This is an optimization exercise on Yosys and OpenROAD, whose aim is small area, a short achievable clock period and few clock cycles, not a production implementation.
At most, simulation tests tie the RTL to the original design; equivalence was not proved.
No functional check of the RTL was part of runs 2 to 5.

[flow/design.v]
module crc16_f8 (input wire [15:0] c, input wire [63:0] d, output wire [15:0] o);
    assign o[0] = c[0] ^ c[1] ^ c[2] ^ c[3] ^ c[4] ^ c[5] ^ c[6] ^ c[7] ^ c[12] ^ c[13] ^ c[14] ^ c[15] ^ d[0] ^ d[1] ^ d[2] ^ d[3] ^ d[4] ^ d[5] ^ d[6] ^ d[7] ^ d[8] ^ d[9] ^ d[10] ^ d[11] ^ d[12] ^ d[13] ^ d[15] ^ d[16] ^ d[17] ^ d[18] ^ d[19] ^ d[20] ^ d[21] ^ d[22] ^ d[23] ^ d[24] ^ d[25] ^ d[26] ^ d[27] ^ d[30] ^ d[31] ^ d[32] ^ d[33] ^ d[34] ^ d[35] ^ d[36] ^ d[37] ^ d[38] ^ d[39] ^ d[40] ^ d[41] ^ d[43] ^ d[45] ^ d[46] ^ d[47] ^ d[48] ^ d[49] ^ d[50] ^ d[51] ^ d[52] ^ d[53] ^ d[54] ^ d[55] ^ d[60] ^ d[61] ^ d[62] ^ d[63];
    assign o[1] = c[0] ^ c[1] ^ c[2] ^ c[3] ^ c[4] ^ c[5] ^ c[6] ^ c[7] ^ c[8] ^ c[13] ^ c[14] ^ c[15] ^ d[1] ^ d[2] ^ d[3] ^ d[4] ^ d[5] ^ d[6] ^ d[7] ^ d[8] ^ d[9] ^ d[10] ^ d[11] ^ d[12] ^ d[13] ^ d[14] ^ d[16] ^ d[17] ^ d[18] ^ d[19] ^ d[20] ^ d[21] ^ d[22] ^ d[23] ^ d[24] ^ d[25] ^ d[26] ^ d[27] ^ d[28] ^ d[31] ^ d[32] ^ d[33] ^ d[34] ^ d[35] ^ d[36] ^ d[37] ^ d[38] ^ d[39] ^ d[40] ^ d[41] ^ d[42] ^ d[44] ^ d[46] ^ d[47] ^ d[48] ^ d[49] ^ d[50] ^ d[51] ^ d[52] ^ d[53] ^ d[54] ^ d[55] ^ d[56] ^ d[61] ^ d[62] ^ d[63];
    assign o[2] = c[8] ^ c[9] ^ c[12] ^ c[13] ^ d[0] ^ d[1] ^ d[14] ^ d[16] ^ d[28] ^ d[29] ^ d[30] ^ d[31] ^ d[42] ^ d[46] ^ d[56] ^ d[57] ^ d[60] ^ d[61];
    assign o[3] = c[9] ^ c[10] ^ c[13] ^ c[14] ^ d[1] ^ d[2] ^ d[15] ^ d[17] ^ d[29] ^ d[30] ^ d[31] ^ d[32] ^ d[43] ^ d[47] ^ d[57] ^ d[58] ^ d[61] ^ d[62];
    assign o[4] = c[0] ^ c[10] ^ c[11] ^ c[14] ^ c[15] ^ d[2] ^ d[3] ^ d[16] ^ d[18] ^ d[30] ^ d[31] ^ d[32] ^ d[33] ^ d[44] ^ d[48] ^ d[58] ^ d[59] ^ d[62] ^ d[63];
    assign o[5] = c[1] ^ c[11] ^ c[12] ^ c[15] ^ d[3] ^ d[4] ^ d[17] ^ d[19] ^ d[31] ^ d[32] ^ d[33] ^ d[34] ^ d[45] ^ d[49] ^ d[59] ^ d[60] ^ d[63];
    assign o[6] = c[2] ^ c[12] ^ c[13] ^ d[4] ^ d[5] ^ d[18] ^ d[20] ^ d[32] ^ d[33] ^ d[34] ^ d[35] ^ d[46] ^ d[50] ^ d[60] ^ d[61];
    assign o[7] = c[3] ^ c[13] ^ c[14] ^ d[5] ^ d[6] ^ d[19] ^ d[21] ^ d[33] ^ d[34] ^ d[35] ^ d[36] ^ d[47] ^ d[51] ^ d[61] ^ d[62];
    assign o[8] = c[0] ^ c[4] ^ c[14] ^ c[15] ^ d[6] ^ d[7] ^ d[20] ^ d[22] ^ d[34] ^ d[35] ^ d[36] ^ d[37] ^ d[48] ^ d[52] ^ d[62] ^ d[63];
    assign o[9] = c[1] ^ c[5] ^ c[15] ^ d[7] ^ d[8] ^ d[21] ^ d[23] ^ d[35] ^ d[36] ^ d[37] ^ d[38] ^ d[49] ^ d[53] ^ d[63];
    assign o[10] = c[2] ^ c[6] ^ d[8] ^ d[9] ^ d[22] ^ d[24] ^ d[36] ^ d[37] ^ d[38] ^ d[39] ^ d[50] ^ d[54];
    assign o[11] = c[3] ^ c[7] ^ d[9] ^ d[10] ^ d[23] ^ d[25] ^ d[37] ^ d[38] ^ d[39] ^ d[40] ^ d[51] ^ d[55];
    assign o[12] = c[4] ^ c[8] ^ d[10] ^ d[11] ^ d[24] ^ d[26] ^ d[38] ^ d[39] ^ d[40] ^ d[41] ^ d[52] ^ d[56];
    assign o[13] = c[5] ^ c[9] ^ d[11] ^ d[12] ^ d[25] ^ d[27] ^ d[39] ^ d[40] ^ d[41] ^ d[42] ^ d[53] ^ d[57];
    assign o[14] = c[6] ^ c[10] ^ d[12] ^ d[13] ^ d[26] ^ d[28] ^ d[40] ^ d[41] ^ d[42] ^ d[43] ^ d[54] ^ d[58];
    assign o[15] = c[0] ^ c[1] ^ c[2] ^ c[3] ^ c[4] ^ c[5] ^ c[6] ^ c[11] ^ c[12] ^ c[13] ^ c[14] ^ c[15] ^ d[0] ^ d[1] ^ d[2] ^ d[3] ^ d[4] ^ d[5] ^ d[6] ^ d[7] ^ d[8] ^ d[9] ^ d[10] ^ d[11] ^ d[12] ^ d[14] ^ d[15] ^ d[16] ^ d[17] ^ d[18] ^ d[19] ^ d[20] ^ d[21] ^ d[22] ^ d[23] ^ d[24] ^ d[25] ^ d[26] ^ d[29] ^ d[30] ^ d[31] ^ d[32] ^ d[33] ^ d[34] ^ d[35] ^ d[36] ^ d[37] ^ d[38] ^ d[39] ^ d[40] ^ d[42] ^ d[44] ^ d[45] ^ d[46] ^ d[47] ^ d[48] ^ d[49] ^ d[50] ^ d[51] ^ d[52] ^ d[53] ^ d[54] ^ d[59] ^ d[60] ^ d[61] ^ d[62] ^ d[63];
endmodule
module crc16_corr (input wire [15:0] c, input wire [2:0] m, output wire [15:0] o);
    wire [15:0] a, b, z, x, y;
    assign a[0] = c[0] ^ c[2] ^ c[4] ^ c[6] ^ c[8];
    assign a[1] = c[1] ^ c[3] ^ c[5] ^ c[7] ^ c[9];
    assign a[2] = c[10];
    assign a[3] = c[11];
    assign a[4] = c[12];
    assign a[5] = c[13];
    assign a[6] = c[14];
    assign a[7] = c[0] ^ c[15];
    assign a[8] = c[0] ^ c[1];
    assign a[9] = c[0] ^ c[1] ^ c[2];
    assign a[10] = c[0] ^ c[1] ^ c[2] ^ c[3];
    assign a[11] = c[0] ^ c[1] ^ c[2] ^ c[3] ^ c[4];
    assign a[12] = c[0] ^ c[1] ^ c[2] ^ c[3] ^ c[4] ^ c[5];
    assign a[13] = c[0] ^ c[1] ^ c[2] ^ c[3] ^ c[4] ^ c[5] ^ c[6];
    assign a[14] = c[0] ^ c[1] ^ c[2] ^ c[3] ^ c[4] ^ c[5] ^ c[6] ^ c[7];
    assign a[15] = c[1] ^ c[3] ^ c[5] ^ c[7];
    assign b[0] = x[1] ^ x[2] ^ x[4] ^ x[6] ^ x[8] ^ x[10] ^ x[12] ^ x[14];
    assign b[1] = x[2] ^ x[3] ^ x[5] ^ x[7] ^ x[9] ^ x[11] ^ x[13] ^ x[15];
    assign b[2] = x[0] ^ x[1] ^ x[2] ^ x[3];
    assign b[3] = x[0] ^ x[1] ^ x[2] ^ x[3] ^ x[4];
    assign b[4] = x[0] ^ x[1] ^ x[2] ^ x[3] ^ x[4] ^ x[5];
    assign b[5] = x[0] ^ x[1] ^ x[2] ^ x[3] ^ x[4] ^ x[5] ^ x[6];
    assign b[6] = x[0] ^ x[1] ^ x[2] ^ x[3] ^ x[4] ^ x[5] ^ x[6] ^ x[7];
    assign b[7] = x[0] ^ x[1] ^ x[2] ^ x[3] ^ x[4] ^ x[5] ^ x[6] ^ x[7] ^ x[8];
    assign b[8] = x[0] ^ x[1] ^ x[2] ^ x[3] ^ x[4] ^ x[5] ^ x[6] ^ x[7] ^ x[8] ^ x[9];
    assign b[9] = x[0] ^ x[1] ^ x[2] ^ x[3] ^ x[4] ^ x[5] ^ x[6] ^ x[7] ^ x[8] ^ x[9] ^ x[10];
    assign b[10] = x[0] ^ x[1] ^ x[2] ^ x[3] ^ x[4] ^ x[5] ^ x[6] ^ x[7] ^ x[8] ^ x[9] ^ x[10] ^ x[11];
    assign b[11] = x[0] ^ x[1] ^ x[2] ^ x[3] ^ x[4] ^ x[5] ^ x[6] ^ x[7] ^ x[8] ^ x[9] ^ x[10] ^ x[11] ^ x[12];
    assign b[12] = x[0] ^ x[1] ^ x[2] ^ x[3] ^ x[4] ^ x[5] ^ x[6] ^ x[7] ^ x[8] ^ x[9] ^ x[10] ^ x[11] ^ x[12] ^ x[13];
    assign b[13] = x[0] ^ x[1] ^ x[2] ^ x[3] ^ x[4] ^ x[5] ^ x[6] ^ x[7] ^ x[8] ^ x[9] ^ x[10] ^ x[11] ^ x[12] ^ x[13] ^ x[14];
    assign b[14] = x[1] ^ x[2] ^ x[3] ^ x[4] ^ x[5] ^ x[6] ^ x[7] ^ x[8] ^ x[9] ^ x[10] ^ x[11] ^ x[12] ^ x[13] ^ x[14] ^ x[15];
    assign b[15] = x[0] ^ x[1] ^ x[3] ^ x[5] ^ x[7] ^ x[9] ^ x[11] ^ x[13] ^ x[15];
    assign z[0] = y[1] ^ y[5] ^ y[6] ^ y[9] ^ y[10] ^ y[13] ^ y[14];
    assign z[1] = y[2] ^ y[6] ^ y[7] ^ y[10] ^ y[11] ^ y[14] ^ y[15];
    assign z[2] = y[1] ^ y[3] ^ y[5] ^ y[6] ^ y[7] ^ y[8] ^ y[9] ^ y[10] ^ y[11] ^ y[12] ^ y[13] ^ y[14] ^ y[15];
    assign z[3] = y[0] ^ y[2] ^ y[4] ^ y[6] ^ y[7] ^ y[8] ^ y[9] ^ y[10] ^ y[11] ^ y[12] ^ y[13] ^ y[14] ^ y[15];
    assign z[4] = y[1] ^ y[3] ^ y[5] ^ y[7] ^ y[8] ^ y[9] ^ y[10] ^ y[11] ^ y[12] ^ y[13] ^ y[14] ^ y[15];
    assign z[5] = y[0] ^ y[2] ^ y[4] ^ y[6] ^ y[8] ^ y[9] ^ y[10] ^ y[11] ^ y[12] ^ y[13] ^ y[14] ^ y[15];
    assign z[6] = y[1] ^ y[3] ^ y[5] ^ y[7] ^ y[9] ^ y[10] ^ y[11] ^ y[12] ^ y[13] ^ y[14] ^ y[15];
    assign z[7] = y[0] ^ y[2] ^ y[4] ^ y[6] ^ y[8] ^ y[10] ^ y[11] ^ y[12] ^ y[13] ^ y[14] ^ y[15];
    assign z[8] = y[1] ^ y[3] ^ y[5] ^ y[7] ^ y[9] ^ y[11] ^ y[12] ^ y[13] ^ y[14] ^ y[15];
    assign z[9] = y[0] ^ y[2] ^ y[4] ^ y[6] ^ y[8] ^ y[10] ^ y[12] ^ y[13] ^ y[14] ^ y[15];
    assign z[10] = y[1] ^ y[3] ^ y[5] ^ y[7] ^ y[9] ^ y[11] ^ y[13] ^ y[14] ^ y[15];
    assign z[11] = y[0] ^ y[2] ^ y[4] ^ y[6] ^ y[8] ^ y[10] ^ y[12] ^ y[14] ^ y[15];
    assign z[12] = y[1] ^ y[3] ^ y[5] ^ y[7] ^ y[9] ^ y[11] ^ y[13] ^ y[15];
    assign z[13] = y[2] ^ y[4] ^ y[6] ^ y[8] ^ y[10] ^ y[12] ^ y[14];
    assign z[14] = y[0] ^ y[3] ^ y[5] ^ y[7] ^ y[9] ^ y[11] ^ y[13] ^ y[15];
    assign z[15] = y[0] ^ y[4] ^ y[5] ^ y[8] ^ y[9] ^ y[12] ^ y[13];
    assign x = m[0] ? a : c;
    assign y = m[1] ? b : x;
    assign o = m[2] ? z : y;
endmodule
module frm_pack (
    input  wire        clk,
    input  wire        rst,
    input  wire        start,
    input  wire [7:0]  ft,
    input  wire [7:0]  sub,
    input  wire [15:0] cmd,          
    input  wire [7:0]  dlen,
    input  wire [11:0] plen,         
    output wire        idle,
    input  wire        pi_valid,
    output wire        pi_ready,
    input  wire [3:0]  pi_count,
    input  wire [63:0] pi_data,      
    output wire        fo_valid,
    input  wire        fo_ready,
    output wire [28:0] fo_id,
    output wire [3:0]  fo_len,
    output wire [63:0] fo_data,      
    output wire        done,
    output wire [7:0]  status,
    output wire [7:0]  subcode
);
    localparam [7:0]  HOST_ID  = 8'h08;
    localparam [11:0] MAX_PLEN = 12'd2034;    
    localparam [15:0] HDR_INIT = 16'h427B;
    reg         act;         
    reg         idle_r;
    reg         done_r;      
    reg         lastf;       
    reg         refused;
    reg         pir;         
    reg         fv;          
    reg  [7:0]  op_sub;
    reg         op_multi;
    reg  [7:0]  fcnt;        
    reg  [63:0] F;
    reg  [3:0]  f;
    reg  [31:0] Q;
    reg  [2:0]  q;
    reg  [63:0] R;
    reg  [3:0]  r;
    reg  [2:0]  rp;
    reg  [11:0] rem;         
    reg  [1:0]  tc;          
    reg  [15:0] crc;
    reg  [2:0]  cm;          
    assign done     = done_r | (lastf & fo_ready);
    assign idle     = idle_r | (lastf & fo_ready);
    assign pi_ready = pir;
    assign fo_valid = fv;
    assign fo_id    = {HOST_ID, op_sub, op_multi, fcnt, 4'hF};
    assign fo_len   = f;
    assign fo_data  = F;
    assign status   = {8{refused}};
    assign subcode  = {6'd0, refused, refused};
    wire        take    = pi_valid & pir;
    wire        begin_op = start & idle;
    wire [15:0] crc_fix;
    crc16_corr u_corr (.c(crc), .m(cm), .o(crc_fix));
    reg  [63:0] mask;
    integer j;
    always @(*) begin
        for (j = 0; j < 8; j = j + 1)
            mask[63 - 8 * j -: 8] = {8{pi_count > j}};
    end
    wire [15:0] f8_c = pir ? crc : HDR_INIT;
    wire [63:0] f8_d = pir ? (pi_data & mask) : {24'd0, ft, sub, cmd, dlen};
    wire [15:0] f8_o;
    crc16_f8 u_f8 (.c(f8_c), .d(f8_d), .o(f8_o));
    wire        send    = fv & fo_ready;
    wire        last    = lastf & fo_ready;
    wire        free    = send | (f == 4'd0);
    wire [3:0]  f_base  = free ? {1'b0, q} : f;
    wire [2:0]  q_base  = free ? 3'd0 : q;
    wire        fast    = take & (r == 4'd0) & (f_base == 4'd4);
    wire        rload   = take & ~fast;
    wire        ins_r   = (r != 4'd0) & ~f_base[3];
    wire        tail    = act & (rem == 12'd0) & (r == 4'd0) & (q_base == 3'd0)
                          & (tc != 2'd0) & ~f_base[3];
    wire        ins0    = ins_r | tail;
    wire        ins1    = tail & tc[1] & (f_base != 4'd7);
    wire [7:0]  r_byte  = R[63 - 8 * rp -: 8];
    wire [7:0]  h0      = tail ? (tc[1] ? crc_fix[15:8] : crc_fix[7:0]) : r_byte;
    wire [7:0]  h1      = crc_fix[7:0];
    wire [3:0]  cin4    = (pi_count > 4'd4) ? 4'd4 : pi_count;
    reg  [63:0] F_n;
    always @(*) begin
        for (j = 0; j < 8; j = j + 1) begin
            if (ins0 && f_base == j)
                F_n[63 - 8 * j -: 8] = h0;
            else if (ins1 && f_base == j - 1)
                F_n[63 - 8 * j -: 8] = h1;
            else if (fast && j >= 4)
                F_n[63 - 8 * j -: 8] = pi_data[63 - 8 * (j - 4) -: 8];
            else if (free && j < 4)
                F_n[63 - 8 * j -: 8] = Q[31 - 8 * j -: 8];
            else
                F_n[63 - 8 * j -: 8] = F[63 - 8 * j -: 8];
        end
    end
    wire [3:0]  f_n   = f_base + (fast ? cin4 : 4'd0) + {3'd0, ins0} + {3'd0, ins1};
    wire [1:0]  tc_n  = tail ? (tc - {1'b0, ins0} - {1'b0, ins1}) : tc;
    wire [11:0] rem_n = take ? (rem - {8'd0, pi_count}) : rem;
    wire        fv_n  = act & ~last & (f_n[3] | ((tc_n == 2'd0) & (f_n != 4'd0)));
    wire        rem_last = (rem[11:4] == 8'd0) & (rem[3:0] == pi_count);
    wire [12:0] nm1   = {1'b0, plen} + 13'd5;       
    always @(posedge clk) begin
        F <= F_n;
        if (rst) begin
            act     <= 1'b0;
            idle_r  <= 1'b1;
            done_r  <= 1'b0;
            lastf   <= 1'b0;
            pir     <= 1'b0;
            fv      <= 1'b0;
        end else begin
            done_r <= 1'b0;
            if (begin_op) begin
                refused <= (plen > MAX_PLEN);
                done_r  <= (plen > MAX_PLEN);
                act     <= (plen <= MAX_PLEN);
                idle_r  <= (plen > MAX_PLEN);
                pir     <= (plen != 12'd0) & (plen <= MAX_PLEN);
                lastf   <= 1'b0;
                op_sub   <= sub;
                op_multi <= (plen >= 12'd3);
                fcnt     <= nm1[10:3];
                Q        <= {ft, cmd, dlen};
                q        <= 3'd4;
                f        <= 4'd0;
                r        <= 4'd0;
                rem      <= plen;
                tc       <= 2'd2;
                crc      <= f8_o;
                cm       <= 3'd0;
                fv       <= 1'b0;
            end else begin
                if (last) begin
                    act    <= 1'b0;
                    idle_r <= 1'b1;
                end
                if (send)
                    fcnt <= fcnt - 8'd1;
                lastf <= fv_n & (send ? (fcnt == 8'd1) : (fcnt == 8'd0));
                f   <= f_n;
                tc  <= tc_n;
                rem <= rem_n;
                fv  <= fv_n;
                if (fast) begin
                    Q <= pi_data[31:0];
                    q <= (pi_count > 4'd4) ? pi_count[2:0] - 3'd4 : 3'd0;
                end else begin
                    q <= q_base;
                end
                if (rload) begin
                    R  <= pi_data;
                    r  <= pi_count;
                    rp <= 3'd0;
                end else if (ins_r) begin
                    r  <= r - 4'd1;
                    rp <= rp + 3'd1;
                end
                if (take) begin
                    crc <= f8_o;
                    cm  <= 3'd0 - pi_count[2:0];
                end else begin
                    crc <= crc_fix;
                    cm  <= 3'd0;
                end
                pir <= act & ~last & (take ? (~rem_last & ~rload & pi_count[3])
                                           : ((rem != 12'd0) & (ins_r ? (r == 4'd1) : (r == 4'd0))));
            end
        end
    end
endmodule
[flow/run.sh]
#!/bin/bash
# synth_recipe.tcl (not shown) runs the flow's synth.tcl, then flattens the netlist and writes it again
# the make line also repeats each setting of config.mk as NAME=value (left out here)
make -C /OpenROAD-flow-scripts/flow DESIGN_CONFIG=/design/flow/config.mk WORK_HOME=/design/flow/orfs CLKGATE_MAP_FILE= SYNTH_SCRIPT=/design/flow/synth_recipe.tcl finish
[flow/config.mk]
export PLATFORM = sky130hd
export DESIGN_NAME = frm_pack
export DESIGN_NICKNAME = frm_pack
export VERILOG_FILES = /design/flow/design.v
export SDC_FILE = /design/flow/constraint.sdc
export NUM_CORES = 4
export LEC_CHECK = 0
export CAP_MARGIN = 20
export CORE_MARGIN = 2
export CORE_UTILIZATION = 40
export PLACE_DENSITY = 0.6
export SETUP_SLACK_MARGIN = 5
export SLEW_MARGIN = 20
[flow/constraint.sdc]
create_clock -name core_clock -period 10.0 [get_ports {clk}]
set_input_delay 2.0000 -clock core_clock [delete_from_list [all_inputs] [get_ports {clk}]]
set_output_delay 2.0000 -clock core_clock [all_outputs]
set_load 0.01 [all_outputs]
==> flow_summary.yaml, run 1 <==
grt:
  grt_pass1_vias: 13600
  grt_max_degree: 68
  grt_remaining_overflow: 0
  grt_usage_pct: 28.4
  grt_antenna_before_repair: 3
  grt_pass1_wl_mm: 91.4
logic_synthesis:
  synth_area_um2: 16900
  seq_area_frac_synth_pct: 40.6
  synth_area_per_cell_um2: 9.79
  synth-async-reset-ratio_pct: 0
  ys_types: 83
  synth_common_cells: "276 x nand2_1, 225 x edfxtp_1, 224 x xnor2_1, 131 x nor2_1, 103 x xor2_1"
  synth_most_common_cell: "nand2_1"
  yosysTopAreaCellShare_pct: 39.9
  synthTopCellsByArea: "edfxtp_1 40%, xnor2_1 12%, nand2_1 6.1%"
  ys_seq_elements: 231
  ys.flop_type: "edfxtp_1"
  yosysTopAreaCell: "edfxtp_1"
  synthCells: 1731
  synth_edf_count: 225
  synth_warnings: 9
routing:
  vias_per_cell: 5.72
  wl_per_cell_um: 25.5
  drc: 0
  ant_nets: 0
  via_count: 14400
  drtIter0Drc: 1652
  wl_mm: 64.0
  drt_pass1_iterations: 6
floorplanning:
  die_h_um: 210
  core_um2: 41900
  pin_count: 242
  start_util_pct: 40.5
  dieArea_um2: 44000
  num_rows: 75
  die_x_um: 210
critical_path:
  worstPathArrival_ns: 5.16
  start_kind: "flip-flop"
  path_delay_family: "XOR/XNOR gates"
  slowest_stage: "xnor3_1"
  worstSetupPathType: "flip-flop to flip-flop"
  crit_chain: "xnor3_2, xor2_2, xor3_4, a21o_1, or3_1, a21boi_0, nor2_1, xnor3_1, xnor3_1, and2_1, nor3_1, a21oi_1"
  end_kind: "flip-flop"
  critPathMaxFanout: 8
  path_buf_inv: 0
  rrSetupSlack_ns: 5.10
  crit_top_cell: "xnor3_1"
  max_stage_delay_ns: 0.56
  required_ns: 10.26
placement:
  placed_cell_area_um2: 19500
  dp_slack_ns: 2.71
  place_congestion: 1.04
  hpwl_mm: 50.0
  numPortBuffers: 223
clock_network:
  clock_latency_ns: 0.57
  cts_max_path_buffers: 3
  cts_tree: "yes"
  cts-root-buf: "clkbuf_16"
  path_clk_slew_ns: 0.07
  cts.sinks: 231
  ctsHtreeMaxLevel: 1
  cts_buffers: 26
final_layout:
  nets: 2100
  syn_to_final_growth_pct: 24.9
  final_core_util_pct: 50.6
  design_area_um2: 21200
  drive_above_1_share_pct: 10.9
  diodes: 0
worst_hold_path:
  min_path_type: "flip-flop to flip-flop"
timing:
  fin_crit_ns: 4.90
  slew_violations: 0
  hold_viol_final: 0
  fmax_ghz: 0.204
  worst_slack_ns: 5.10
  whs_ns: 0.530
  fin_skew_ns: 0.0381
  setup_viol: 0
  worstMarginPinSlew_ns: 1.09
  slew_headroom_pct: 27.0
  final.setup.tns_ns: 0
  rsz0062_at_grt: "true"
  fin_crit_sh_pct: 49.0
status:
  status: "complete, no violations"
flow_run:
  max-cap-violations: 0
[worst paths after layout]
check	start	end	depth (start not counted)
worst max-delay path	crc[2]$_DFFE_PN_	crc[4]$_DFFE_PN_	12
worst min-delay path	Q[25]$_DFFE_PP_	F[57]$_DFFE_PP_	2
worst max register to register	crc[2]$_DFFE_PN_	crc[4]$_DFFE_PN_	12
worst min register to register	Q[25]$_DFFE_PP_	F[57]$_DFFE_PP_	2
[cell families (layout without fill, tap and decap cells)]
family	after synthesis	in the layout	synth area share (%)
buffers and inverters	155	378	4.49
adder cells (fa/ha/maj)	25	25	2.02
flip-flops	231	231	40.6
AO/OA/AOI/OAI	344	344	12.8
multiplexers	58	58	4.22
other	2	18	0.0443
AND/OR/NAND/NOR	552	552	14.0
XOR/XNOR	364	364	21.9
[registers in the layout, summed over array words and instances, names as in the netlist]
name	flops
F	64
Q	32
R	64
act	1
cm	3
crc	16
done_r	1
f	4
fcnt	8
fv	1
idle_r	1
lastf	1
op_multi	1
op_sub	8
pir	1
q	3
r	4
refused	1
rem	12
rp	3
tc	2
[layout make-up]
class,instances,area (um^2)
clock buffer,29,662
fill,3878,20700
timing repair inverter,1,5.00
inverter,36,153
multi-input combinational,1361,9740
tap,539,674
clock inverter,19,194
timing repair buffer,293,2860
sequential,231,6880
[tightest hold or removal path, cell delays in order, from the launching register on]
cell and delay [ns]:
edfxtp_1 0.32, nand2_1 0.04, o21ai_0 0.06
[cells in the final DEF, fill, tap and decap left out, types with 9 or more instances in the layout]
cell type | netlist | layout
conb_1 | 2 | 18
nor2_1 | 131 | 127
xnor2_1 | 224 | 219
clkbuf_16 | 0 | 27
inv_1 | 34 | 33
a211oi_1 | 23 | 21
clkdlybuf4s50_1 | 0 | 216
nor3_1 | 36 | 33
o21ai_0 | 101 | 99
o22ai_1 | 34 | 33
a22oi_1 | 14 | 14
o211ai_1 | 20 | 20
mux4_2 | 9 | 9
nand3_1 | 29 | 27
nand2_1 | 276 | 272
nor2b_1 | 11 | 10
nand2b_1 | 10 | 10
buf_4 | 35 | 60
mux2i_1 | 43 | 38
and3_1 | 10 | 9
a21oi_1 | 81 | 73
xor2_1 | 103 | 99
xnor3_1 | 17 | 17
ha_1 | 21 | 21
edfxtp_1 | 225 | 225
[per-stage QoR]
| stage | cells |
|---|---|
| finish | 2509 |
| global route | 2509 |
| CTS | 2478 |
| detailed placement | 2410 |
| global placement | 2410 |
| floorplan | 1747 |
[metal layers]
metal | up-vias | GRT usage, % | routed length, um
li1 | 6489 | - | -
met1 | 6922 | 39.6 | 26600
met2 | 817 | 44.8 | 28800
met3 | 131 | 5.30 | 6290
met4 | 2 | 8.83 | 2260
met5 | - | 0 | 10
[what timing repair did]
item	CTS	global route
gates resized for setup	42	35
setup endpoints to repair	244	75
gates cloned	1	1
endpoints found under the hold margin	0	0
buffers inserted	19	30
hold buffers	0	0
pin swaps	6	8
Testbench counts, summed over its fixed seeds: cycles 13,075.
==> run 2, diff against run 1 <==
--- a/flow/design.v
+++ b/flow/design.v
@@ -89,7 +89,7 @@
     output wire [28:0] fo_id,
     output wire [3:0]  fo_len,
     output wire [63:0] fo_data,      
-    output wire        done,
+    output reg         done,
     output wire [7:0]  status,
     output wire [7:0]  subcode
 );
@@ -98,8 +98,6 @@
     localparam [15:0] HDR_INIT = 16'h427B;
     reg         act;         
     reg         idle_r;
-    reg         done_r;      
-    reg         lastf;       
     reg         refused;
     reg         pir;         
     reg         fv;          
@@ -117,8 +115,7 @@
     reg  [1:0]  tc;          
     reg  [15:0] crc;
     reg  [2:0]  cm;          
-    assign done     = done_r | (lastf & fo_ready);
-    assign idle     = idle_r | (lastf & fo_ready);
+    assign idle     = idle_r;
     assign pi_ready = pir;
     assign fo_valid = fv;
     assign fo_id    = {HOST_ID, op_sub, op_multi, fcnt, 4'hF};
@@ -127,7 +124,7 @@
     assign status   = {8{refused}};
     assign subcode  = {6'd0, refused, refused};
     wire        take    = pi_valid & pir;
-    wire        begin_op = start & idle;
+    wire        begin_op = start & idle_r;
     wire [15:0] crc_fix;
     crc16_corr u_corr (.c(crc), .m(cm), .o(crc_fix));
     reg  [63:0] mask;
@@ -136,12 +133,12 @@
         for (j = 0; j < 8; j = j + 1)
             mask[63 - 8 * j -: 8] = {8{pi_count > j}};
     end
-    wire [15:0] f8_c = pir ? crc : HDR_INIT;
-    wire [63:0] f8_d = pir ? (pi_data & mask) : {24'd0, ft, sub, cmd, dlen};
+    wire [15:0] f8_c = begin_op ? HDR_INIT : crc;
+    wire [63:0] f8_d = begin_op ? {24'd0, ft, sub, cmd, dlen} : (pi_data & mask);
     wire [15:0] f8_o;
     crc16_f8 u_f8 (.c(f8_c), .d(f8_d), .o(f8_o));
     wire        send    = fv & fo_ready;
-    wire        last    = lastf & fo_ready;
+    wire        last    = send & (fcnt == 8'd0);
     wire        free    = send | (f == 4'd0);
     wire [3:0]  f_base  = free ? {1'b0, q} : f;
     wire [2:0]  q_base  = free ? 3'd0 : q;
@@ -174,7 +171,6 @@
     wire [3:0]  f_n   = f_base + (fast ? cin4 : 4'd0) + {3'd0, ins0} + {3'd0, ins1};
     wire [1:0]  tc_n  = tail ? (tc - {1'b0, ins0} - {1'b0, ins1}) : tc;
     wire [11:0] rem_n = take ? (rem - {8'd0, pi_count}) : rem;
-    wire        fv_n  = act & ~last & (f_n[3] | ((tc_n == 2'd0) & (f_n != 4'd0)));
     wire        rem_last = (rem[11:4] == 8'd0) & (rem[3:0] == pi_count);
     wire [12:0] nm1   = {1'b0, plen} + 13'd5;       
     always @(posedge clk) begin
@@ -182,19 +178,20 @@
         if (rst) begin
             act     <= 1'b0;
             idle_r  <= 1'b1;
-            done_r  <= 1'b0;
-            lastf   <= 1'b0;
+            done    <= 1'b0;
             pir     <= 1'b0;
             fv      <= 1'b0;
         end else begin
-            done_r <= 1'b0;
+            done <= 1'b0;
             if (begin_op) begin
                 refused <= (plen > MAX_PLEN);
-                done_r  <= (plen > MAX_PLEN);
-                act     <= (plen <= MAX_PLEN);
-                idle_r  <= (plen > MAX_PLEN);
-                pir     <= (plen != 12'd0) & (plen <= MAX_PLEN);
-                lastf   <= 1'b0;
+                if (plen > MAX_PLEN) begin
+                    done <= 1'b1;
+                end else begin
+                    act    <= 1'b1;
+                    idle_r <= 1'b0;
+                    pir    <= (plen != 12'd0);
+                end
                 op_sub   <= sub;
                 op_multi <= (plen >= 12'd3);
                 fcnt     <= nm1[10:3];
@@ -211,14 +208,14 @@
                 if (last) begin
                     act    <= 1'b0;
                     idle_r <= 1'b1;
+                    done   <= 1'b1;
                 end
                 if (send)
                     fcnt <= fcnt - 8'd1;
-                lastf <= fv_n & (send ? (fcnt == 8'd1) : (fcnt == 8'd0));
                 f   <= f_n;
                 tc  <= tc_n;
                 rem <= rem_n;
-                fv  <= fv_n;
+                fv  <= act & ~last & (f_n[3] | ((tc_n == 2'd0) & (f_n != 4'd0)));
                 if (fast) begin
                     Q <= pi_data[31:0];
                     q <= (pi_count > 4'd4) ? pi_count[2:0] - 3'd4 : 3'd0;
--- a/flow/config.mk
+++ b/flow/config.mk
@@ -9,5 +9,4 @@
 export CORE_MARGIN = 2
 export CORE_UTILIZATION = 40
 export PLACE_DENSITY = 0.6
-export SETUP_SLACK_MARGIN = 5
 export SLEW_MARGIN = 20
==> flow_summary.yaml, run 2 <==
clock_network:
  cts.sinks: 230
  post_cts_resized: 0
  cts_buffers: 26
  ctsHtreeMaxLevel: 1
  cts_setup_buffers: 0
  cts_max_path_buffers: 3
  cts-root-buf: "clkbuf_16"
  cts_hold_buf: 0
  path_clk_slew_ns: 0.06
  cts_tree: "yes"
  clock_latency_ns: 0.56
logic_synthesis:
  synth_edf_count: 225
  synthTopCellsByArea: "edfxtp_1 40%, xnor2_1 13%, nand2_1 6.2%"
  ys_seq_elements: 230
  synth_most_common_cell: "nand2_1"
  synth-async-reset-ratio_pct: 0
  yosysTopAreaCell: "edfxtp_1"
  synth_area_um2: 17000
  ys.flop_type: "edfxtp_1"
  synth_area_per_cell_um2: 9.92
  synth_warnings: 9
  seq_area_frac_synth_pct: 40.3
  synth_common_cells: "282 x nand2_1, 257 x xnor2_1, 225 x edfxtp_1, 120 x xor2_1, 108 x nor2_1"
  yosysTopAreaCellShare_pct: 39.7
  synthCells: 1715
  ys_types: 74
grt:
  grt_pass1_vias: 13100
  grt_remaining_overflow: 0
  busiest_layer: "met2"
  grt_antenna_before_repair: 5
  grtUsageMet2_pct: 43.6
  grt_pass1_wl_mm: 89.8
  grt_usage_pct: 28.0
  grt_max_degree: 77
  use_met1_pct: 40.4
  met3_usage_pct: 4.50
timing:
  fin_skew_ns: 0.0176
  final.setup.tns_ns: 0
  hold_viol_final: 0
  slew_violations: 0
  fin_crit_sh_pct: 58.7
  setup_viol: 0
  slew_headroom_pct: 24.1
  fin_crit_ns: 5.87
  whs_ns: 0.540
  fmax_ghz: 0.170
  worstMarginPinSlew_ns: 1.14
  rsz0062_at_grt: "false"
final_layout:
  nets: 2040
  finalNonFillerCells: 2446
  mostFrequentLayoutCell: "nand2_1"
  syn_to_final_growth_pct: 20.2
  diodes: 0
  mostFrequentLayoutCells: "281 x nand2_1, 257 x xnor2_1, 225 x edfxtp_1"
  drive_above_1_share_pct: 6.50
  top_regs: "F (64), R (64), Q (32)"
critical_path:
  r2r-end: "crc[3]$_DFFE_PN_"
  end_kind: "flip-flop"
  start_kind: "input port"
  crit_end: "fv$_SDFF_PP0_"
  crit_start: "fo_ready"
  worstPathArrival_ns: 6.30
  required_ns: 10.43
  critPathMaxFanout: 12
  rrSetupSlack_ns: 4.39
  rr_worst_depth: 14
  r2r_start: "crc[3]$_DFFE_PN_"
  worstSetupPathType: "input port to flip-flop"
routing:
  ant_nets: 0
  drt_pass1_iterations: 5
  drtIter0Drc: 1335
  via_count: 13600
  wl_mm: 62.7
  drc: 0
  wl_per_cell_um: 25.6
  vias_per_cell: 5.55
floorplanning:
  die_x_um: 210
  pin_count: 242
  dieArea_um2: 44200
  die_h_um: 210
  start_util_pct: 40.6
  num_rows: 75
  core_um2: 41900
placement:
  place_congestion: 1.01
  place_inst: 2402
  numPortBuffers: 223
  hpwl_mm: 49.8
status:
  status: "complete, no violations"
worst_hold_path:
  hold_path_depth: 2
  min_path_type: "flip-flop to flip-flop"
flow_run:
  max-cap-violations: 0
run 2: layout make-up:
class                           count  area [um^2]
Timing Repair Buffer              247         2430
Inverter                           28          105
Clock buffer                       37          722
Tap cell                          539          674
Clock inverter                      7         98.8
Fill cell                        3914        21500
Sequential cell                   230         6860
Multi-Input combinational cell   1358         9570
run 2: metal layers:
metal | wire (um) | share of wire (%)
met5 | 46 | 0.073
met4 | 1900 | 3.0
met3 | 5250 | 8.4
met2 | 27800 | 44
met1 | 27700 | 44
run 2: worst max-delay path: stages:
cell	delay [ns]
clkdlybuf4s50_1	0.45
nand2_1	0.15
a21boi_1	0.18
buf_4	0.20
mux2i_1	0.22
nor3_1	0.48
nand3_1	0.69
nor3_1	0.43
ha_1	0.34
fa_1	0.44
xor2_1	0.21
o31ai_1	0.11
a2111oi_0	0.39
run 2: logic make-up (layout without fill, tap and decap cells):
kind of cell / Yosys count / after routing / synth area share (%)
flip-flops: 230 / 230 / 40.3
AO/OA/AOI/OAI: 288 / 288 / 10.2
AND/OR/NAND/NOR: 522 / 522 / 13.2
XOR/XNOR: 410 / 410 / 23.6
buffers and inverters: 143 / 319 / 4.00
multiplexers: 96 / 96 / 6.73
other: 2 / 18 / 0.0441
adder cells (fa/ha/maj): 24 / 24 / 1.94
run 2: through the flow:
step	utilization, %	cell area [um^2]	setup slack [ns]
2_1_floorplan	-	17100	1.49
3_3_place_gp	46.7	19600	3.69
3_5_place_dp	46.8	19600	3.66
4_1_cts	48.8	20500	4.23
5_1_grt	48.8	20500	3.92
6_report	48.8	20500	4.13
run 2: how the worst min path moves through the flow:
stage                            to        startpoint
finish              F[63]$_DFFE_PP_   Q[31]$_DFFE_PP_
global placement    F[63]$_DFFE_PP_   Q[31]$_DFFE_PP_
floorplan             fv$_SDFF_PP0_  act$_SDFFE_PP0P_
CTS                 F[63]$_DFFE_PP_   Q[31]$_DFFE_PP_
detailed placement  F[63]$_DFFE_PP_   Q[31]$_DFFE_PP_
global route        F[60]$_DFFE_PP_   Q[28]$_DFFE_PP_
==> run 3, diff against run 2 <==
--- a/flow/config.mk
+++ b/flow/config.mk
@@ -9,4 +9,5 @@
 export CORE_MARGIN = 2
 export CORE_UTILIZATION = 40
 export PLACE_DENSITY = 0.6
+export SETUP_SLACK_MARGIN = 5
 export SLEW_MARGIN = 20
==> flow_summary.yaml, run 3 <==
placement:
  hpwl_mm: 49.7
  place_congestion: 0.963
  dp_slack_ns: 3.75
  place_inst: 2397
  numPortBuffers: 223
routing:
  drt_pass1_iterations: 5
  drtIter0Drc: 1580
  drc: 0
  wl_per_cell_um: 25.7
  via_count: 14100
  wl_mm: 65.1
  vias_per_cell: 5.57
  ant_nets: 0
floorplanning:
  dieArea_um2: 44200
  pin_count: 242
  die_h_um: 210
  core_um2: 41900
  start_util_pct: 40.6
  die_x_um: 210
  num_rows: 75
critical_path:
  end_kind: "flip-flop"
  rrSetupSlack_ns: 5.06
  worstPathArrival_ns: 5.53
  rr_worst_depth: 14
  required_ns: 10.45
  start_kind: "input port"
  critPathMaxFanout: 6
  worstSetupPathType: "input port to flip-flop"
worst_hold_path:
  hold_path_depth: 2
  min_path_type: "flip-flop to flip-flop"
final_layout:
  diodes: 0
  fillers: 3823
  top_regs: "F (64), R (64), Q (32)"
  finalNonFillerCells: 2531
  drive_above_1_share_pct: 13.5
  mostFrequentLayoutCell: "nand2_1"
  syn_to_final_growth_pct: 27.5
  mostFrequentLayoutCells: "276 x nand2_1, 249 x xnor2_1, 225 x edfxtp_1"
  nets: 2120
  final_core_util_pct: 51.7
flow_run:
  max-cap-violations: 0
clock_network:
  ctsHtreeMaxLevel: 1
  cts_buffers: 27
  cts_hold_buf: 0
  cts-root-buf: "clkbuf_16"
  cts_max_path_buffers: 3
  cts_tree: "yes"
  cts.sinks: 230
  path_clk_slew_ns: 0.06
  clock_latency_ns: 0.58
timing:
  setup_viol: 0
  slew_headroom_pct: 26.7
  fin_crit_ns: 5.08
  final.setup.tns_ns: 0
  worstMarginPinSlew_ns: 1.09
  fin_crit_sh_pct: 50.8
  worst_slack_ns: 4.92
  hold_viol_final: 0
  fin_skew_ns: 0.0175
  slew_violations: 0
  rsz0062_at_grt: "true"
  whs_ns: 0.552
  fmax_ghz: 0.197
grt:
  grt_remaining_overflow: 0
  grt_usage_pct: 28.8
  grt_pass1_vias: 13200
  grt_pass1_wl_mm: 92.5
  grt_max_degree: 70
  grt_antenna_before_repair: 2
logic_synthesis:
  synthAdderAreaFrac_pct: 1.94
  yosysTopAreaCellShare_pct: 39.7
  synth-async-reset-ratio_pct: 0
  synth_warnings: 9
  synth_top_family_by_area: "XOR/XNOR gates"
  yosysTopAreaCell: "edfxtp_1"
  synthMuxAreaShare_pct: 6.73
  ys_seq_elements: 230
  yosys.area_share.simple_pct: 13.2
  synth_area_per_cell_um2: 9.92
  synth_most_common_cell: "nand2_1"
  synthCells: 1715
  synth_compound_area_share_pct: 10.2
  synth_common_cells: "282 x nand2_1, 257 x xnor2_1, 225 x edfxtp_1, 120 x xor2_1, 108 x nor2_1"
  ys.flop_type: "edfxtp_1"
  synthTopCellsByArea: "edfxtp_1 40%, xnor2_1 13%, nand2_1 6.2%"
  synth_edf_count: 225
  seq_area_frac_synth_pct: 40.3
  synth_area_um2: 17000
  synthXorXnorAreaFrac_pct: 23.6
  ys_types: 74
status:
  status: "complete, no violations"
## run 3: changes by cell type in the layout (fill, tap and decap cells not counted), sizes merged, moves of 2 or more
cell           before  now
and2               17   19
buf                24  101
clkbuf             37   33
clkdlybuf4s50     223  218
clkinv              5   11
clkinvlp            2    5
dlymetal6s2s        0    3
## run 3: path summary, 6_finish.rpt
kind                          end              from
setup / recovery    fv$_SDFF_PP0_          fo_ready
hold / removal    F[60]$_DFFE_PP_   Q[28]$_DFFE_PP_
setup reg to reg  F[56]$_DFFE_PP_  crc[0]$_DFFE_PN_
hold reg to reg   F[60]$_DFFE_PP_   Q[28]$_DFFE_PP_
## run 3: logic make-up after synthesis
kind of cell	count (synthesis)
simple gates	522
fa+ha+maj	24
other cells	2
xor+xnor	410
buf+inv	143
flops	230
mux	96
compound gates	288
## run 3: repair_timing
item | CTS | global route
setup buffers | 39 | 42
cloned | 2 | 1
pin swaps | 12 | 23
gates resized for setup | 51 | 44
setup endpoints to repair | 168 | 149
## run 3: final cells by class
type / instances / area [um^2] / share of cell area [%]
clock buffer: 33 / 708 / 3.26
clock inverter: 17 / 180 / 0.830
tap: 539 / 674 / 3.11
timing repair buffer: 324 / 3090 / 14.2
inverter: 28 / 109 / 0.502
multi-input combinational: 1360 / 10100 / 46.5
sequential: 230 / 6860 / 31.6
## run 3: per-stage QoR
step                area (um^2)
global placement          19600
global route              21700
floorplan                 17200
detailed placement        19600
finish                    21700
CTS                       21100
## run 3: layer usage
metal  global-route usage (%)  wire length [um]  up-vias
met1                     42.5             28700     6891
met4                     6.41              1500        2
met3                     5.30              6040       84
li1                         -                 -     6403
met2                     43.9             28800      720
met5                        0                13        -
## run 3: worst max-delay path, cell delays in order
cell,delay [ns]
clkdlybuf4s50_1,0.47
nand2_2,0.08
a21boi_4,0.15
buf_6,0.16
buf_4,0.14
nor3_2,0.12
a21oi_2,0.09
nor3_2,0.17
and3_4,0.24
nand3_2,0.09
fa_1,0.52
inv_1,0.04
ha_1,0.22
fa_2,0.36
xor2_2,0.18
o31ai_1,0.09
a2111oi_0,0.39
==> run 4, diff against run 3 <==
--- a/flow/config.mk
+++ b/flow/config.mk
@@ -5,6 +5,7 @@
 export SDC_FILE = /design/flow/constraint.sdc
 export NUM_CORES = 4
 export LEC_CHECK = 0
+export ABC_CLOCK_PERIOD_IN_PS = 3000
 export CAP_MARGIN = 20
 export CORE_MARGIN = 2
 export CORE_UTILIZATION = 40
==> flow_summary.yaml, run 4 <==
timing:
  fin_crit_sh_pct: 50.8
  setup_viol: 0
  fin_crit_ns: 5.08
  fin_skew_ns: 0.0175
  final.setup.tns_ns: 0
  slew_violations: 0
  rsz0062_at_grt: "true"
  worstMarginPinSlew_ns: 1.09
  fmax_ghz: 0.197
  worst_slack_ns: 4.92
  hold_viol_final: 0
  slew_headroom_pct: 26.7
logic_synthesis:
  synth_most_common_cell: "nand2_1"
  synthCells: 1715
  ys.flop_type: "edfxtp_1"
  yosysTopAreaCell: "edfxtp_1"
  ys_types: 74
  synth_edf_count: 225
  yosysTopAreaCellShare_pct: 39.7
  synth_area_um2: 17000
  synth_warnings: 9
  synth_common_cells: "282 x nand2_1, 257 x xnor2_1, 225 x edfxtp_1, 120 x xor2_1, 108 x nor2_1"
  ys_seq_elements: 230
  seq_area_frac_synth_pct: 40.3
  synthTopCellsByArea: "edfxtp_1 40%, xnor2_1 13%, nand2_1 6.2%"
  synth_area_per_cell_um2: 9.92
  synth-async-reset-ratio_pct: 0
grt:
  grt_pass1_wl_mm: 92.5
  grt_max_degree: 70
  grt_remaining_overflow: 0
  grt_usage_pct: 28.8
  grt_pass1_vias: 13200
  grt_antenna_before_repair: 2
worst_hold_path:
  min_path_type: "flip-flop to flip-flop"
  hold_path_depth: 2
  whs_endpoint: "F[60]$_DFFE_PP_"
  hp-start: "Q[28]$_DFFE_PP_"
floorplanning:
  pin_count: 242
  dieArea_um2: 44200
  num_rows: 75
  start_util_pct: 40.6
  core_um2: 41900
  die_h_um: 210
  die_x_um: 210
placement:
  hpwl_mm: 49.7
  dp_slack_ns: 3.75
  placed_cell_area_um2: 19600
  place_congestion: 0.963
  numPortBuffers: 223
final_layout:
  fillers: 3823
  diodes: 0
  mostFrequentLayoutCells: "276 x nand2_1, 249 x xnor2_1, 225 x edfxtp_1"
  design_area_um2: 21700
  mostFrequentLayoutCell: "nand2_1"
  drive_above_1_share_pct: 13.5
  syn_to_final_growth_pct: 27.5
  nets: 2120
  top_regs: "F (64), R (64), Q (32)"
critical_path:
  r2r-end: "F[56]$_DFFE_PP_"
  r2r_start: "crc[0]$_DFFE_PN_"
  crit_chain: "clkdlybuf4s50_1, nand2_2, a21boi_4, buf_6, buf_4, nor3_2, a21oi_2, nor3_2, and3_4, nand3_2, fa_1, inv_1, ha_1, fa_2, xor2_2, o31ai_1, a2111oi_0"
  critPathMaxFanout: 6
  worstSetupPathType: "input port to flip-flop"
  max_stage_delay_ns: 0.52
  start_kind: "input port"
  end_kind: "flip-flop"
  rr_worst_depth: 14
  worstPathArrival_ns: 5.53
  crit_top_cell: "nor3_2"
  required_ns: 10.45
  slowest_stage: "fa_1"
  rrSetupSlack_ns: 5.06
routing:
  ant_nets: 0
  wl_mm: 65.1
  drc: 0
  wl_per_cell_um: 25.7
  vias_per_cell: 5.57
  via_count: 14100
  drtIter0Drc: 1580
  drt_pass1_iterations: 5
clock_network:
  cts-root-buf: "clkbuf_16"
  cts_buffers: 27
  cts_tree: "yes"
  path_clk_slew_ns: 0.06
  cts_max_path_buffers: 3
  clock_latency_ns: 0.58
  cts.sinks: 230
  ctsHtreeMaxLevel: 1
flow_run:
  max-cap-violations: 0
status:
  status: "complete, no violations"
-- run 4: cell counts after synthesis --
Identical to the previous run, type by type.
-- run 4: per-stage QoR --
step | hold slack [ns] | util (%) | instances
after floorplan | 0.459 | - | 1731
after global placement | 0.538 | 46.8 | 2397
after detailed placement | 0.531 | 46.8 | 2397
after CTS | 0.549 | 50.3 | 2488
after global routing | 0.566 | 51.7 | 2531
final | 0.552 | 51.7 | 2531
-- run 4: how the worst max path moves through the flow --
stage / from / to / slack, ns / depth (start not counted)
after detailed placement: fo_ready / fv$_SDFF_PP0_ / 3.75 / 19
after global placement: fo_ready / fv$_SDFF_PP0_ / 3.77 / 19
after floorplan: start / R[0]$_DFFE_PP_ / 4.82 / 9
after global routing: fo_ready / fv$_SDFF_PP0_ / 4.79 / 17
final: fo_ready / fv$_SDFF_PP0_ / 4.92 / 17
after CTS: fo_ready / fv$_SDFF_PP0_ / 4.89 / 19
-- run 4: cells by family (layout without fill, tap and decap cells) --
kind of cell    after synthesis  in the layout  synth area share, %
compound gates              288            288                 10.2
xor+xnor                    410            410                 23.6
fa+ha+maj                    24             24                 1.94
buf+inv                     143            402                 4.00
flops                       230            230                 40.3
mux                          96             96                 6.73
other cells                   2             18               0.0441
simple gates                522            524                 13.2
-- run 4: area by class of cell --
| cell class | instances | area [um^2] | area share [%] |
|---|---|---|---|
| flip-flops and latches | 230 | 6860 | 31.6 |
| well taps | 539 | 674 | 3.11 |
| inverters | 28 | 109 | 0.502 |
| repair buffers | 324 | 3090 | 14.2 |
| multi-input cells | 1360 | 10100 | 46.5 |
| clock inverters | 17 | 180 | 0.830 |
| clock buffers | 33 | 708 | 3.26 |
-- run 4: critical path, delay by kind of cell --
kind / cells / cell delay, ns
adders and majority gates: 3 / 1.10
buffers and inverters: 4 / 0.81
AOI/OAI and AO/OA: 4 / 0.72
and+or+nand+nor: 5 / 0.70
xor gates and xnor gates: 1 / 0.18
-- run 4: layer usage --
layer | track usage [%] | part of all wire [%] | up-vias | routed length, um
li1 | - | - | 6403 | -
met1 | 42.5 | 44 | 6891 | 28700
met2 | 43.9 | 44 | 720 | 28800
met3 | 5.30 | 9.3 | 84 | 6040
met4 | 6.41 | 2.3 | 2 | 1500
met5 | 0 | 0.020 | - | 13
-- run 4: repair_timing --
item                                    in CTS  in global routing
gates cloned                                 2                  1
setup buffers                               39                 42
hold buffers                                 0                  0
pin swaps                                   12                 23
gates resized for setup                     51                 44
endpoints found under the setup margin     168                149
==> run 5, diff against run 4 <==
==> flow/flow/run.sh (new file) <==
#!/bin/bash
set -euo pipefail
sed 's|"\${@:-finish}"|SETUP_SLACK_MARGIN=6.5 "BUFFER_PORTS_ARGS=-buffer_cell sky130_fd_sc_hd__buf_4" "${@:-finish}"|' standard.sh > standard_own.sh
grep -q 'SETUP_SLACK_MARGIN=6.5' standard_own.sh
bash standard_own.sh > flow.log 2>&1
==> flow/standard.sh (new file) <==
#!/bin/bash
# synth_recipe.tcl (not shown) runs the flow's synth.tcl, then flattens the netlist and writes it again
# the make line also repeats each setting of config.mk as NAME=value (left out here)
make -C /OpenROAD-flow-scripts/flow DESIGN_CONFIG=/design/flow/config.mk WORK_HOME=/design/flow/orfs CLKGATE_MAP_FILE= SYNTH_SCRIPT=/design/flow/synth_recipe.tcl "${@:-finish}"
==> flow/config.mk (replaced) <==
export PLATFORM = sky130hd
export DESIGN_NAME = frm_pack
export DESIGN_NICKNAME = frm_pack
export VERILOG_FILES = /design/flow/design.v
export SDC_FILE = /design/flow/constraint.sdc
export NUM_CORES = 4
export LEC_CHECK = 0
export CAP_MARGIN = 20
export CORE_MARGIN = 2
export CORE_UTILIZATION = 40
export PLACE_DENSITY = 0.6
export SLEW_MARGIN = 20
removed: flow/run.sh
==> flow_summary.yaml, run 5 <==
critical_path:
  r2r-end: "F[52]$_DFFE_PP_"
  start_kind: "flip-flop"
  crit_start: "crc[4]$_DFFE_PN_"
  worstSetupPathType: "flip-flop to flip-flop"
  critPathMaxFanout: 8
  slowest_stage: "xnor3_2"
  path_buf_inv: 4
  r2r_start: "crc[4]$_DFFE_PN_"
  crit_end: "F[52]$_DFFE_PP_"
  crit_chain: "buf_6, xor2_2, mux2i_4, xnor2_2, xnor3_2, buf_6, xnor2_4, mux2i_2, xnor2_2, xnor3_2, xnor2_4, buf_6, xnor2_4, a211oi_1, o32a_1, a21oi_4, buf_12, a221oi_2"
  rrSetupSlack_ns: 5.21
  max_stage_delay_ns: 0.57
  rr_worst_depth: 18
  worstPathArrival_ns: 5.19
  end_kind: "flip-flop"
  required_ns: 10.40
  cp.depth: 18
  path_delay_family: "XOR/XNOR gates"
timing:
  setup_viol: 0
  rsz0062_at_grt: "true"
  slew_violations: 0
  fin_crit_sh_pct: 47.9
  fmax_ghz: 0.209
  slew_headroom_pct: 23.8
  hold_viol_final: 0
  fin_crit_ns: 4.79
  whs_ns: 0.534
  worstMarginPinSlew_ns: 1.14
  fin_skew_ns: 0.0171
  final.setup.tns_ns: 0
clock_network:
  path_clk_slew_ns: 0.07
  cts_hold_buf: 0
  ctsHtreeMaxLevel: 1
  cts_buffers: 27
  cts_tree: "yes"
  cts.sinks: 230
  cts-root-buf: "clkbuf_16"
  clock_latency_ns: 0.57
  cts_max_path_buffers: 3
floorplanning:
  die_h_um: 210
  die_x_um: 210
  num_rows: 75
  start_util_pct: 40.6
  core_um2: 41900
  dieArea_um2: 44200
  pin_count: 242
final_layout:
  drive_above_1_share_pct: 41.8
  mostFrequentLayoutCells: "376 x buf_4, 244 x nand2_1, 225 x edfxtp_1"
  fillers: 3361
  nets: 2304
  final-seq-area_um2: 6860
  top_regs: "F (64), R (64), Q (32)"
  mostFrequentLayoutCell: "buf_4"
  design_area_um2: 25100
  syn_to_final_growth_pct: 47.7
  multi_input_area_um2: 11900
logic_synthesis:
  yosysTopAreaCellShare_pct: 39.7
  synthTopCellsByArea: "edfxtp_1 40%, xnor2_1 13%, nand2_1 6.2%"
  yosysTopAreaCell: "edfxtp_1"
  synthCells: 1715
  ys_seq_elements: 230
  synth-async-reset-ratio_pct: 0
  ys.flop_type: "edfxtp_1"
  synth_common_cells: "282 x nand2_1, 257 x xnor2_1, 225 x edfxtp_1, 120 x xor2_1, 108 x nor2_1"
  synth_most_common_cell: "nand2_1"
  seq_area_frac_synth_pct: 40.3
  synth_area_um2: 17000
  synth_edf_count: 225
  synth_area_per_cell_um2: 9.92
  ys_types: 74
  synth_warnings: 9
routing:
  drt_pass1_iterations: 6
  drc: 0
  via_count: 15400
  ant_nets: 0
  vias_per_cell: 5.65
  wl_per_cell_um: 25.5
  wl_mm: 69.3
  drtIter0Drc: 1740
placement:
  placed_cell_area_um2: 19800
  place_congestion: 0.948
  hpwl_mm: 48.0
  numPortBuffers: 223
grt:
  busiest_layer: "met2"
  grtUsageMet2_pct: 47.8
  grt_max_degree: 67
  grt_pass1_vias: 14500
  grt_pass1_wl_mm: 97.6
  met3_usage_pct: 5.56
  grt_usage_pct: 30.2
  grt_antenna_before_repair: 1
  use_met1_pct: 41.5
  grt_remaining_overflow: 0
flow_run:
  max-cap-violations: 0
worst_hold_path:
  min_path_type: "flip-flop to flip-flop"
status:
  status: "complete, no violations"
-- run 5: cell families (layout without fill, tap and decap cells) --
family,after synthesis,count (layout),synth area share [%]
and+or+nand+nor,522,527,13.2
adders and majority gates,24,24,1.94
AOI/OAI and AO/OA,288,289,10.2
muxes,96,96,6.73
buffers and inverters,143,581,4.00
DFF,230,230,40.3
xor gates and xnor gates,410,410,23.6
other,2,19,0.0441
-- run 5: worst min path at each step --
stage,from,end,depth (start not counted)
after floorplan,act$_SDFFE_PP0P_,fv$_SDFF_PP0_,2
after global placement,Q[31]$_DFFE_PP_,F[63]$_DFFE_PP_,2
after detailed placement,Q[31]$_DFFE_PP_,F[63]$_DFFE_PP_,2
after CTS,Q[31]$_DFFE_PP_,F[63]$_DFFE_PP_,2
after global routing,Q[30]$_DFFE_PP_,F[62]$_DFFE_PP_,2
final,Q[29]$_DFFE_PP_,F[61]$_DFFE_PP_,2
-- run 5: timing repair --
action	CTS	global route
setup endpoints to repair	259	258
pin swaps	112	94
gates resized for setup	302	125
buffers inserted	211	50
cloned	14	2
-- run 5: cell type report --
| cell class | count | area share [%] |
|---|---|---|
| clock buffers | 36 | 2.82 |
| repair buffers | 504 | 18.7 |
| diodes | 1 | 0.00996 |
| multi-input cells | 1364 | 47.4 |
| well taps | 539 | 2.68 |
| clock inverters | 13 | 0.617 |
| inverters | 28 | 0.513 |
| flip-flops and latches | 230 | 27.3 |
-- run 5: per-layer routing --
layer / vias to the layer above / share of wire [%]
met5: - / 0.017
met4: 2 / 4.8
met3: 202 / 10
met2: 921 / 45
met1: 7431 / 40
li1: 6795 / -
-- run 5: metrics by stage --
step	instances	util (%)	worst slack [ns]
after global routing	2714	59.9	5.14
after global placement	2388	47.2	3.94
final	2715	59.9	5.21
after floorplan	1731	-	4.82
after CTS	2662	57.5	5.44
after detailed placement	2388	47.2	3.86
-- run 5: tightest hold or removal path: cells and delay by family, from the launching register on --
family / cells / cell delay, ns
flops: 1 / 0.32
simple gates: 1 / 0.06
compound gates: 1 / 0.06

## separate check: timing with driven ports
The results above use ideal ports. As a check the final layouts listed here were re-extracted and re-timed, cells and wires unchanged. Step 1, drivers: a clkbuf_16 drives clk and a buf_2 each remaining input, both assumed. Step 2 also shifts input and output timing later by t, the mid clock arrival at the registers, as if the neighbouring blocks saw the same clock. Three values: no drivers, after step 1, after step 2; two values: the first two.
run | t, ns | slack for setup (ns) | hold slack, ns
run 1 | 0.605 | 5.104 / 5.104 / 4.602 | 0.530 / 0.530 / 0.530
run 2 | 0.610 | 4.134 / 4.158 / 3.548 | 0.540 / 0.540 / 0.540
run 3 | 0.625 | 4.915 / 4.942 / 4.318 | 0.552 / 0.552 / 0.552
run 4 | 0.625 | 4.915 / 4.942 / 4.318 | 0.552 / 0.552 / 0.552
run 5 | 0.621 | 5.209 / 5.209 / 4.795 | 0.534 / 0.534 / 0.534
After both steps every run listed still meets setup and hold.
